Source: an optimization exercise on an open RTL-to-GDS flow (aim: small area, a short achievable clock period and few clock cycles per item). Production flows keep margins and buffers that such runs may drop.

alpha:
==> flow/design.v <==
module carry_norm (
    input  wire        clk,
    input  wire        rst,
    input  wire        in_valid,
    output wire        in_ready,
    input  wire [63:0] in_data,
    input  wire        in_last,
    output reg         out_valid,
    input  wire        out_ready,
    output wire [63:0] out_digit,
    output reg         out_last,
    output reg         out_err,
    output reg         out_topovf
);
    localparam [1:0] S_IDLE = 2'd0, S_RSH = 2'd1, S_ADD = 2'd2, S_DIV = 2'd3;
    reg        v0;
    reg [63:0] x0;
    reg        l0;
    reg        drop;         
    reg        cz;           
    reg        cbig;         
    reg [63:0] c;            
    reg [6:0]  odig;         
    reg        ofull;
    reg        osf1, osf2, osf3;    
    reg        osf4, osf5, osf6;
    reg        ssf;                 
    reg        ofm, ofm2;           
    reg        sv;           
    reg [6:0]  sdig;
    reg        slast, serr, stop, sfull;
    reg [1:0]  st;           
    reg [6:0]  cnt;          
    reg [3:0]  dly;          
    reg        sgn;          
    reg        rb, stk;      
    reg        cy;           
    reg        vneg;         
    reg        vhi;          
    assign out_digit = {c[63:57] & {7{osf6}}, c[56:50] & {7{osf5}},
                        c[49:43] & {7{osf4}}, c[42:36] & {7{osf3}},
                        c[35:29] & {7{osf2}}, c[28:22] & {7{osf1}}, c[21:15] & {7{ofm}},
                        c[14:7] & {8{ofm2}}, odig};
    reg  rdy_a, rdy_b;       
    assign in_ready = rdy_a || rdy_b;
    wire accept  = in_valid && in_ready;
    wire rd      = out_valid && out_ready;
    wire room    = !(out_valid && sv);                   
    wire qempty  = !out_valid && !sv;
    wire fullpend = (out_valid && ofull) || (sv && sfull);
    wire sfpend   = (out_valid && osf2) || (sv && ssf);
    function fast_win;                  
        input [63:0] x;
        fast_win = (x[62:52] < 11'd1022) || (!x[63] && x[62:52] <= 11'd1043);
    endfunction
    function is_bad;                    
        input [63:0] x;
        is_bad = (x[62:52] == 11'd2047) || (x[62:52] > 11'd1086) ||
                 ((x[62:52] == 11'd1086) && !(x[63] && x[51:0] == 52'd0));
    endfunction
    function drain_f;
        input        v, idle, dr, rm, fp, sfp, cz_, cb, last, win, bad;
        drain_f = v && idle &&
                  (dr || (rm && (bad || (win && (cz_ || !cb) && !(last ? fp : sfp)))));
    endfunction
    wire        f_sign = x0[63];
    wire [10:0] f_exp  = x0[62:52];
    wire [52:0] f_mant = {f_exp != 11'd0, x0[51:0]};
    wire        f_tiny = (f_exp < 11'd1022);
    wire        f_win  = fast_win(x0);
    wire        f_bad  = is_bad(x0);
    wire        fast   = f_win && (cz || !cbig);
    wire        idle   = (st == S_IDLE);
    wire        drain  = drain_f(v0, idle, drop, room, fullpend, sfpend, cz, cbig, l0, f_win, f_bad);
    wire        start_slow = v0 && idle && !drop && !f_bad && !fast && qempty;
    wire [4:0]  sh5   = 5'd19 - f_exp[4:0];             
    wire [21:0] tsh   = f_mant[52:31] >> sh5;
    wire [20:0] ip    = f_tiny ? 21'd0 : tsh[21:1];
    wire        rbit  = !f_tiny && tsh[0];
    reg  [21:0] smask;
    integer k;
    always @(*)
        for (k = 0; k < 22; k = k + 1)
            smask[k] = (k <= sh5);
    wire        stkf  = (|f_mant[29:0]) || (|(f_mant[51:30] & smask));
    wire        rupf  = rbit & (stkf | ip[0]);
    wire [15:0] cadd  = cz ? 16'd0 : c[63:48];
    reg  [21:0] fv;
    reg         rc;
    integer j;
    always @(*) begin
        rc = rupf;
        for (j = 0; j < 22; j = j + 1) begin
            fv[j] = (j < 21 ? ip[j] : 1'b0) ^ (j < 16 ? cadd[j] : 1'b0) ^ rc;
            rc    = ((j < 21 ? ip[j] : 1'b0) & (j < 16 ? cadd[j] : 1'b0)) |
                    (((j < 21 ? ip[j] : 1'b0) | (j < 16 ? cadd[j] : 1'b0)) & rc);
        end
    end
    wire [15:0] fq    = fv / 22'd100;
    wire [6:0]  fr    = fv % 22'd100;
    wire        ftop  = (fv[21:7] != 15'd0) || (fv[6:0] > 7'd99);
    wire        a_bit  = ((dly == 4'd0) ? x0[0] : 1'b0) ^ sgn;
    wire        b_bit  = cz ? 1'b0 : cbig ? c[0] : (cnt[6:4] == 3'd0) && c[48];
    wire        rup_s  = rb & (stk | x0[0]);
    wire        c_in   = (cnt == 7'd0) ? (rup_s ^ sgn) : cy;
    wire        s_bit  = a_bit ^ b_bit ^ c_in;
    wire        s_cy   = (a_bit & b_bit) | (a_bit & c_in) | (b_bit & c_in);
    wire        s_64   = sgn ^ (cbig & b_bit) ^ s_cy;    
    wire        s_ovf  = (s_64 != s_bit);
    wire [63:0] vfin   = {s_bit, c[63:1]};
    wire        vtop   = vfin[63] || vhi || (vfin[6:0] > 7'd99);
    wire [7:0]  d_t    = {(cnt == 7'd0) ? 7'd0 : odig, c[63] ^ vneg};    
    wire        d_ge   = (d_t >= 8'd100);
    wire [7:0]  d_r    = d_ge ? d_t - 8'd100 : d_t;
    wire [6:0]  d_fin  = vneg ? 7'd99 - d_r[6:0] : d_r[6:0];
    wire        add_end = (st == S_ADD) && (cnt == 7'd63);
    wire        div_end = (st == S_DIV) && (cnt == 7'd63);
    reg         wr;                      
    reg  [6:0]  nd;
    reg         nlast, nerr, ntop, nfull, nsf;
    reg         pop;                     
    reg         n_drop, n_cz, n_cbig;
    always @(*) begin
        wr = 1'b0; nd = 7'd0; nlast = 1'b0; nerr = 1'b0; ntop = 1'b0; nfull = 1'b0;
        nsf = 1'b0;
        pop = 1'b0;
        n_drop = drop; n_cz = cz; n_cbig = cbig;
        if (drain) begin
            pop = 1'b1;
            if (drop) begin
                if (l0) n_drop = 1'b0;
            end else if (f_bad) begin
                wr = 1'b1; nerr = 1'b1; nlast = 1'b1;
                n_cz = 1'b1; n_cbig = 1'b0; n_drop = !l0;
            end else begin
                wr = 1'b1; nlast = l0; nfull = l0; ntop = l0 && ftop;
                nd = l0 ? fv[6:0] : fr;
                n_cz = l0; n_cbig = 1'b0;
            end
        end
        if (add_end) begin
            if (s_ovf) begin
                pop = 1'b1; wr = 1'b1; nerr = 1'b1; nlast = 1'b1;
                n_cz = 1'b1; n_cbig = 1'b0; n_drop = !l0;
            end else if (l0) begin
                pop = 1'b1; wr = 1'b1; nlast = 1'b1; nfull = 1'b1; ntop = vtop;
                nsf = 1'b1;
                nd = vfin[6:0];
                n_cz = 1'b1; n_cbig = 1'b0;
            end
        end
        if (div_end) begin
            pop = 1'b1; wr = 1'b1; nd = d_fin;
            n_cz = 1'b0; n_cbig = 1'b1;
        end
    end
    wire n_ov   = (out_valid && !rd) || sv || wr;
    wire n_sv   = (out_valid && !rd && (sv || wr)) || (sv && wr);
    wire n_keep = v0 && !pop;            
    wire n_idle = !(start_slow || (!idle && !(add_end && (s_ovf || l0)) && !div_end));
    wire [10:0] ie  = in_data[62:52];
    wire in_win = in_data[63] ? (!ie[10] && !(&ie[9:3]))
                              : (!ie[10] || (!(|ie[9:5]) && (!ie[4] || !(|ie[3:2]))));
    wire rd_n  = out_ready && out_valid;
    wire room0 = !((out_valid || wr) && (out_valid && (sv || wr)));
    wire room1 = !((sv || wr) && (sv && wr));
    wire fp0   = (out_valid && ofull) || (sv && sfull) || (wr && nfull);
    wire fp1   = (sv && sfull) || (wr && nfull);
    wire n_room = rd_n ? room1 : room0;
    wire n_fp   = rd_n ? fp1 : fp0;
    wire sfp0  = (out_valid && osf2) || (sv && ssf) || (wr && nsf);
    wire sfp1  = (sv && ssf) || (wr && nsf);
    wire n_sfp = rd_n ? sfp1 : sfp0;
    wire czb   = n_cz || !n_cbig;
    wire p_new = n_idle && (n_drop || (n_room && czb && !(in_last ? n_fp : n_sfp)));
    wire q_new = n_idle && n_drop;
    wire r_old = !n_keep || drain_f(1'b1, n_idle, n_drop, n_room, n_fp, n_sfp, n_cz, n_cbig, l0, f_win, f_bad);
    wire n_rdy_a = accept && in_win && p_new;
    wire n_rdy_b = accept ? q_new : r_old;
    always @(posedge clk) begin
        if (rst) begin
            v0         <= 1'b0;
            rdy_a      <= 1'b0;
            rdy_b      <= 1'b1;
            drop       <= 1'b0;
            cz         <= 1'b1;
            cbig       <= 1'b0;
            st         <= S_IDLE;
            out_valid  <= 1'b0;
            sv         <= 1'b0;
        end else begin
            v0        <= accept || n_keep;
            rdy_a     <= n_rdy_a;
            rdy_b     <= n_rdy_b;
            drop      <= n_drop;
            cz        <= n_cz;
            cbig      <= n_cbig;
            out_valid <= n_ov;
            sv        <= n_sv;
            if (start_slow)
                st <= (f_exp >= 11'd1075) ? S_ADD : S_RSH;
            case (st)
                S_RSH: if (cnt == 7'd1) st <= S_ADD;
                S_ADD: if (add_end) st <= (s_ovf || l0) ? S_IDLE : S_DIV;
                S_DIV: if (div_end) st <= S_IDLE;
                default: ;
            endcase
        end
    end
    always @(posedge clk) begin
        if (!v0 || drain) begin
            x0 <= in_data;
            l0 <= in_last;
        end
        if (rd || !out_valid) begin
            if (sv) begin
                odig <= sdig; out_last <= slast; out_err <= serr;
                out_topovf <= stop; ofull <= sfull;
                osf1 <= ssf; osf2 <= ssf && slast; osf3 <= ssf && !serr;
                osf4 <= ssf && (slast || stop); osf5 <= ssf && slast && !serr;
                osf6 <= ssf && !(serr && stop);
                ofm <= sfull && !serr; ofm2 <= sfull && (slast || stop);
            end else begin
                odig <= nd; out_last <= nlast; out_err <= nerr;
                out_topovf <= ntop; ofull <= nfull;
                osf1 <= nsf; osf2 <= nsf && nlast; osf3 <= nsf && !nerr;
                osf4 <= nsf && (nlast || ntop); osf5 <= nsf && nlast && !nerr;
                osf6 <= nsf && !(nerr && ntop);
                ofm <= nfull && !nerr; ofm2 <= nfull && (nlast || ntop);
            end
        end
        if (wr) begin
            sdig <= nd; slast <= nlast; serr <= nerr; stop <= ntop; sfull <= nfull;
            ssf <= nsf;
        end
        if (drain && !drop && !f_bad) begin
            if (l0)
                c[21:0] <= fv;
            else
                c[63:48] <= fq;
        end
        if (start_slow) begin
            x0[63:52] <= {11'd0, f_exp != 11'd0};
            sgn       <= f_sign;
            rb        <= 1'b0;
            stk       <= 1'b0;
            cnt       <= 7'd0;
            if (f_exp >= 11'd1075) begin
                dly <= f_exp[3:0] - 4'd3;                     
            end else begin
                dly <= 4'd0;
                cnt <= f_tiny ? 7'd54 : 7'd51 - f_exp[6:0];  
            end
        end
        case (st)
            S_RSH: begin
                stk <= stk | rb;
                rb  <= x0[0];
                x0  <= {1'b0, x0[63:1]};
                cnt <= cnt - 7'd1;
            end
            S_ADD: begin
                if (dly == 4'd0)
                    x0 <= {1'b0, x0[63:1]};
                else
                    dly <= dly - 4'd1;
                c    <= vfin;
                cy   <= s_cy;
                cnt  <= add_end ? 7'd0 : cnt + 7'd1;
                vneg <= s_bit;
                vhi  <= (cnt == 7'd0) ? 1'b0 :
                        vhi || (s_bit && ((cnt[5:3] != 3'd0) || (cnt[2:0] == 3'd7)) && (cnt != 7'd63));
            end
            S_DIV: begin
                c   <= {c[62:0], d_ge ^ vneg};
                if (!div_end)
                    odig <= d_r[6:0];
                cnt <= cnt + 7'd1;
            end
            default: ;
        endcase
    end
endmodule
export LEC_CHECK = 0
export ABC_AREA = 1
export CAP_MARGIN = 20
export CORE_MARGIN = 2
export CORE_UTILIZATION = 40
export SETUP_SLACK_MARGIN = 2
export SLEW_MARGIN = 20
create_clock -name core_clock -period 100.0 [get_ports {clk}]
standard.sh (not shown) runs the stock make flow with config.mk's settings and CLKGATE_MAP_FILE= SYNTH_SCRIPT=/design/flow/synth_recipe.tcl, a recipe that flattens the netlist after the stock synthesis.
==> flow/flow/run.sh <==
#!/bin/bash
# The standard layout, with a plain small buffer (buf_1) on each port
# instead of the flow's default port buffer. Everything else is unchanged.
set -euo pipefail
bash standard.sh "BUFFER_PORTS_ARGS=-buffer_cell sky130_fd_sc_hd__buf_1" finish > standard.log 2>&1
alpha: no failed stages, no open violations at the end
Here is what was changed in the inputs of beta compared with alpha.
--- a/flow/design.v
+++ b/flow/design.v
@@ -74,8 +74,8 @@
     wire        drain  = drain_f(v0, idle, drop, room, fullpend, sfpend, cz, cbig, l0, f_win, f_bad);
     wire        start_slow = v0 && idle && !drop && !f_bad && !fast && qempty;
-    wire [4:0]  sh5   = 5'd19 - f_exp[4:0];             
+    wire [4:0]  sh5   = f_tiny ? 5'd31 : 5'd19 - f_exp[4:0];
     wire [21:0] tsh   = f_mant[52:31] >> sh5;
-    wire [20:0] ip    = f_tiny ? 21'd0 : tsh[21:1];
-    wire        rbit  = !f_tiny && tsh[0];
+    wire [20:0] ip    = tsh[21:1];
+    wire        rbit  = tsh[0];
     reg  [21:0] smask;
     integer k;
--- outcome ---
beta has completed all stages; timing, DRC and antenna checks passed.
alpha went all the way through synthesis, placement and routing and the layout is clean on timing, DRC and antenna.
Compared with alpha, beta shows a higher final critical-path required period.
The critical path arrival of alpha and that of beta are within noise of each other.
Diff alpha -> beta: via-per-instance ratio did not really move; wire length went down 0.62%; design area now smaller.
beta ended with more sequential share of cell area than alpha.
No functional check of the RTL was part of any run of this note.

re-timing with driven ports:
No port has a modelled driver above. Below, the same layouts with a new extraction and two added sets of constraints. Step 1: set_driving_cell puts a clkbuf_16 on clk and a buf_2 on each other input, an assumption about the parent block. Step 2 times the ports against the registers' clock, not the clock port: input delays grow and output delays shrink by t, the midpoint of the rising clock arrivals with the driver on. a / b / c = no drivers / after step 1 / after step 2; a / b = the first two.
run	t (ns)	setup WS [ns]	hold slack, ns	worst register clock-pin slew, ns	pins driven straight from the clock port
alpha	0.494	78.613 / 78.561 / 78.286	0.465 / 0.465 / 0.465	0.09 / 0.09	1
beta	0.491	78.596 / 78.543 / 78.248	0.452 / 0.452 / 0.452	0.08 / 0.08	1
After both steps setup and hold are still met in every run listed. For beta, which loses most, drivers alone change the setup slack by -0.053 ns; drivers and shift together by -0.348 ns.
